This is an optimization exercise on Yosys and OpenROAD, whose aim is small area, a short achievable clock period and few clock cycles, not a production implementation.
At most, simulation tests tie the RTL to the original design; equivalence was not proved.
The flow treats the clock pin as an ideal source, which a real chip does not have.
Power and IR drop assume default switching activity.

## blabel2_enc
module blabel2_enc (
    input  wire        clk,
    input  wire        rst,
    input  wire        reg_wr,
    input  wire [7:0]  reg_addr,
    input  wire [31:0] reg_wdata,
    output reg  [31:0] reg_rdata,
    output wire        busy,
    output wire        done,
    output wire        error,
    output wire        pix_req,
    output wire [15:0] pix_x,
    output wire [15:0] pix_y,
    input  wire        pix_ack,
    input  wire [7:0]  pix_r,
    input  wire [7:0]  pix_g,
    input  wire [7:0]  pix_b,
    output wire        out_valid,
    output reg  [7:0]  out_data,
    output wire        out_last,
    input  wire        out_ready
);
Size: ~120 flip-flops, roughly 150 I/O pins, roughly 6000 µm² of cells after synthesis.
Settings: LEC_CHECK=0, CAP_MARGIN=20, CORE_MARGIN=2, CORE_UTILIZATION=40, SETUP_SLACK_MARGIN=5, SLEW_MARGIN=20; clock period 10.0 ns.
standard.sh (not shown) runs the stock make flow with config.mk's settings and CLKGATE_MAP_FILE= SYNTH_SCRIPT=/design/flow/synth_recipe.tcl, a recipe that flattens the netlist after the stock synthesis.
==> flow/flow/run.sh <==
#!/bin/bash
# Own layout flow: the standard ORFS flow (standard.sh) with
#  - synthesis through flow/synth.tcl (area-oriented ABC mapping),
#  - port buffers of a given cell (BUFFER_PORTS_ARGS) instead of the default.
set -euo pipefail
here=$(pwd)
export OWN_ABC_SCRIPT=$here/flow/abc_area.script
bash standard.sh SYNTH_SCRIPT=$here/flow/synth.tcl \
  "BUFFER_PORTS_ARGS=-buffer_cell sky130_fd_sc_hd__buf_2" finish > $here/flow_make.log 2>&1
==> flow/flow/abc_area.script <==
strash
ifraig
scorr
dc2
strash
dch -f
amap
topo
==> flow/flow/synth.tcl <==
# The standard flow's synthesis (synth_recipe.tcl) with one change: ABC maps the logic with
# the area-oriented script beside this file instead of ORFS's speed script.
# Registers are mapped before ABC runs, so they are the same as the standard flow's.
proc synth {args} { yosys synth -nofsm -noshare {*}$args }
proc abc {args} {
  set i [lsearch -exact $args -script]
  if {$i >= 0} { set args [lreplace $args [expr {$i+1}] [expr {$i+1}] $::env(OWN_ABC_SCRIPT)] }
  yosys abc {*}$args
}
source $::env(SCRIPTS_DIR)/synth.tcl
# left out here: clear keep_hierarchy, flatten, clean up, hide names made inside functions, write 1_2_yosys.v
Next try:
SETUP_SLACK_MARGIN = 4   (was 5)
- The changed run completed without violations
- global-route usage went down by 0.53 points
- count of clock-buffer cells in the layout goes up by 1
- sequential share of layout area is higher by 3.6 points
- utilization shrinks by 5.7 points
Next try:
==> flow/run.sh (new file) <==
#!/bin/bash
# synth_recipe.tcl (not shown) runs the flow's synth.tcl, then flattens the netlist and writes it again
# the make line also repeats each setting of config.mk as NAME=value (left out here)
make -C /OpenROAD-flow-scripts/flow DESIGN_CONFIG=/design/flow/config.mk WORK_HOME=/design/flow/orfs CLKGATE_MAP_FILE= SYNTH_SCRIPT=/design/flow/synth_recipe.tcl finish
SETUP_SLACK_MARGIN = unset   (was 4)
removed: flow/flow/run.sh
removed: flow/flow/abc_area.script
removed: flow/flow/synth.tcl
removed: flow/standard.sh
Combinational power increases to 3.2 times its value.
Maximum frequency is lower by 12%.
Clock power falls by about 2%.
Register-to-register slack is better by 1.5 ns.
Routed wire length climbs by 10%.
Count of clock-buffer cells in the layout rises by 6.
Critical path depth is unchanged.
Worst setup slack loses 0.81 ns.
Next try:
==> flow/flow/run.sh (new file) <==
#!/bin/bash
# Own layout flow: the standard ORFS flow (standard.sh) with
#  - synthesis through flow/synth.tcl (area-oriented ABC mapping),
#  - port buffers of a given cell (BUFFER_PORTS_ARGS) instead of the default.
set -euo pipefail
here=$(pwd)
export OWN_ABC_SCRIPT=$here/flow/abc_area.script
bash standard.sh SYNTH_SCRIPT=$here/flow/synth.tcl \
  "BUFFER_PORTS_ARGS=-buffer_cell sky130_fd_sc_hd__buf_2" finish > $here/flow_make.log 2>&1
==> flow/flow/abc_area.script (new file) <==
strash
ifraig
scorr
dc2
strash
dch -f
amap
topo
==> flow/flow/synth.tcl (new file) <==
# The standard flow's synthesis (synth_recipe.tcl) with one change: ABC maps the logic with
# the area-oriented script beside this file instead of ORFS's speed script.
# Registers are mapped before ABC runs, so they are the same as the standard flow's.
proc synth {args} { yosys synth -nofsm -noshare {*}$args }
proc abc {args} {
  set i [lsearch -exact $args -script]
  if {$i >= 0} { set args [lreplace $args [expr {$i+1}] [expr {$i+1}] $::env(OWN_ABC_SCRIPT)] }
  yosys abc {*}$args
}
source $::env(SCRIPTS_DIR)/synth.tcl
# left out here: clear keep_hierarchy, flatten, clean up, hide names made inside functions, write 1_2_yosys.v
==> flow/standard.sh (new file) <==
#!/bin/bash
# synth_recipe.tcl (not shown) runs the flow's synth.tcl, then flattens the netlist and writes it again
# the make line also repeats each setting of config.mk as NAME=value (left out here)
make -C /OpenROAD-flow-scripts/flow DESIGN_CONFIG=/design/flow/config.mk WORK_HOME=/design/flow/orfs CLKGATE_MAP_FILE= SYNTH_SCRIPT=/design/flow/synth_recipe.tcl "${@:-finish}"
removed: flow/run.sh
Register-to-register slack loses 2.1 ns.
Sequential share of layout area went up by 6.0 points.
Clock power climbs by about 1%.
Cell count decreases by 5.5%.
Total power shrinks by 19%.
Worst hold slack is worse by 0.025 ns.
Core utilization is lower by 0.31 points.
Clock-buffer cell count falls by 2.
Fmax grows by 1.1%.
Global-route usage rises by 0.11 points.
Function was not checked in any run of this note: the RTL went through the layout flow alone.

---

blabel2_enc, a different RTL version from the one above (not shown whole).
Size in the first run: roughly 730 cells after synthesis, roughly 5900 µm² of cells after synthesis.
==> flow/config.mk <==
export PLATFORM = sky130hd
export DESIGN_NAME = blabel2_enc
export DESIGN_NICKNAME = blabel2_enc
export VERILOG_FILES = /design/flow/design.v
export SDC_FILE = /design/flow/constraint.sdc
export NUM_CORES = 4
export LEC_CHECK = 0
export CAP_MARGIN = 20
export CORE_MARGIN = 2
export CORE_UTILIZATION = 40
export SETUP_SLACK_MARGIN = 5.0
export SLEW_MARGIN = 20
==> flow/constraint.sdc <==
create_clock -name core_clock -period 10.0 [get_ports {clk}]
set_input_delay 2.0000 -clock core_clock [delete_from_list [all_inputs] [get_ports {clk}]]
set_output_delay 2.0000 -clock core_clock [all_outputs]
set_load 0.01 [all_outputs]
==> flow/flow/run.sh <==
#!/bin/bash
# Own layout flow: the standard ORFS flow (standard.sh) with
#  - synthesis through flow/synth.tcl (per-module ABC scripts, hierarchy kept
#    through ABC and flattened after, as synth_recipe.tcl does),
#  - port buffers of a given cell (BUFFER_PORTS_ARGS) instead of the default,
#  - clock tree options (CTS_ARGS) in place of ORFS's, and a post-CTS step
#    (flow/post_cts.tcl, if present) that upsizes clock buffers with slow edges.
# The make output goes to flow_make.log; ORFS keeps each step's log under orfs/logs.
set -euo pipefail
here=$(pwd)
export OWN_ABC_SCRIPT=$here/flow/abc_area.script

export OWN_CLK_SLEW_LIMIT_PS=90
bash standard.sh SYNTH_SCRIPT=$here/flow/synth.tcl SYNTH_HIERARCHICAL=1 \
  "BUFFER_PORTS_ARGS=-buffer_cell sky130_fd_sc_hd__buf_1" \
  "CTS_ARGS=-sink_clustering_enable -repair_clock_nets -buf_list sky130_fd_sc_hd__clkbuf_4 -dont_use_dummy_load"  "POST_CTS_TCL=$here/flow/post_cts.tcl" \
  finish > $here/flow_make.log 2>&1
==> flow/flow/abc_area.script <==
strash
ifraig
scorr
dc2
strash
dch -f
amap -F 20 -A 20 -C 5000
topo
==> flow/flow/post_cts.tcl <==
# After CTS: upsize any clock buffer whose output slew (placement parasitics)
# exceeds a limit, so every flip-flop clock pin keeps a fast edge, then
# legalize the placement again.
estimate_parasitics -placement
set limit [expr {$::env(OWN_CLK_SLEW_LIMIT_PS) * 1e-3}]
set resized 0
foreach inst [get_cells -filter "ref_name == sky130_fd_sc_hd__clkbuf_4"] {
  set out [get_pins -of_objects $inst -filter "direction == output"]
  if {[get_property $out slew_max] > $limit} {
    replace_cell $inst [get_lib_cells sky130_fd_sc_hd__clkbuf_8]
    incr resized
  }
}
puts "own post-CTS hook: upsized $resized clock buffers"
if {$resized > 0} {
  detailed_placement
  estimate_parasitics -placement
}
==> flow/flow/synth.tcl <==
# The standard flow's synthesis (synth_recipe.tcl) with one change: ABC maps every module
# with the area-oriented script OWN_ABC_SCRIPT instead of ORFS's speed script
# (the register read port is written as one-gate modules, each mapped on its
# own). Registers are mapped before ABC runs, so they are the same as the standard flow's.
proc synth {args} { yosys synth -nofsm -noshare {*}$args }
proc abc {args} {
  set i [lsearch -exact $args -script]
  set args [lreplace $args [expr {$i+1}] [expr {$i+1}] $::env(OWN_ABC_SCRIPT)]
  yosys abc {*}$args
}
source $::env(SCRIPTS_DIR)/synth.tcl
# left out here: clear keep_hierarchy, flatten, clean up, hide names made inside functions, write 1_2_yosys.v
The baseline went through all stages and came out clean.
Testbench counts at the start, summed over its fixed seeds: cycles 240,949.
==> next run, changes <==
==> flow/flow/abc_area.script (replaced) <==
strash
ifraig
scorr
dc2
strash
dch -f
amap
topo
- SETUP_SLACK_MARGIN: 5.0 -> 4.95
Effect: The changed run passed the timing, design-rule and antenna checks; final area went down by 0.78%; global-route usage decreases by 0.71 points; routed wire length goes down by 3.6%; non-clock buffer count climbs by 2; power shrinks by 7.3%; clock power shrinks by about 7%; count of clock-buffer cells in the layout stays the same; synthesized area came out higher by 0.46%; final cell count increases by 1.6%.

## separate check: timing with driven ports
Ports are ideal in the flow. The routed layouts listed here were re-timed in OpenROAD.
Step 1 (the two cells are an assumption about what drives the block):
set clk [get_ports {clk}]
set_driving_cell -lib_cell sky130_fd_sc_hd__clkbuf_16 $clk
set_driving_cell -lib_cell sky130_fd_sc_hd__buf_2 [delete_from_list [all_inputs] $clk]
Step 2 also shifts input and output timing later by t, the mid clock arrival at the registers, as if the neighbouring blocks saw the same clock.
a / b / c = ideal / step 1 / step 2; a / b = the first two.
run | t, ns | setup slack, ns | worst register clock-pin slew, ns
the first run of note 1 | 0.461 | 4.435 / 4.403 / 4.403 | 0.06 / 0.06
the second run of note 1 | 0.465 | 4.093 / 4.074 / 4.074 | 0.06 / 0.06
the third run of note 1 | 0.461 | 3.283 / 3.261 / 3.261 | 0.06 / 0.06
the fourth run of note 1 | 0.455 | 3.357 / 3.339 / 3.339 | 0.06 / 0.06
the first run of note 2 | 0.456 | 5.063 / 4.954 / 4.796 | 0.09 / 0.09
the second run of note 2 | 0.429 | 5.039 / 4.921 / 4.722 | 0.09 / 0.09
After both steps setup and hold are still met in every run listed. For the second run of note 2, which loses most, drivers alone change the setup slack by -0.118 ns; drivers and shift together by -0.317 ns.
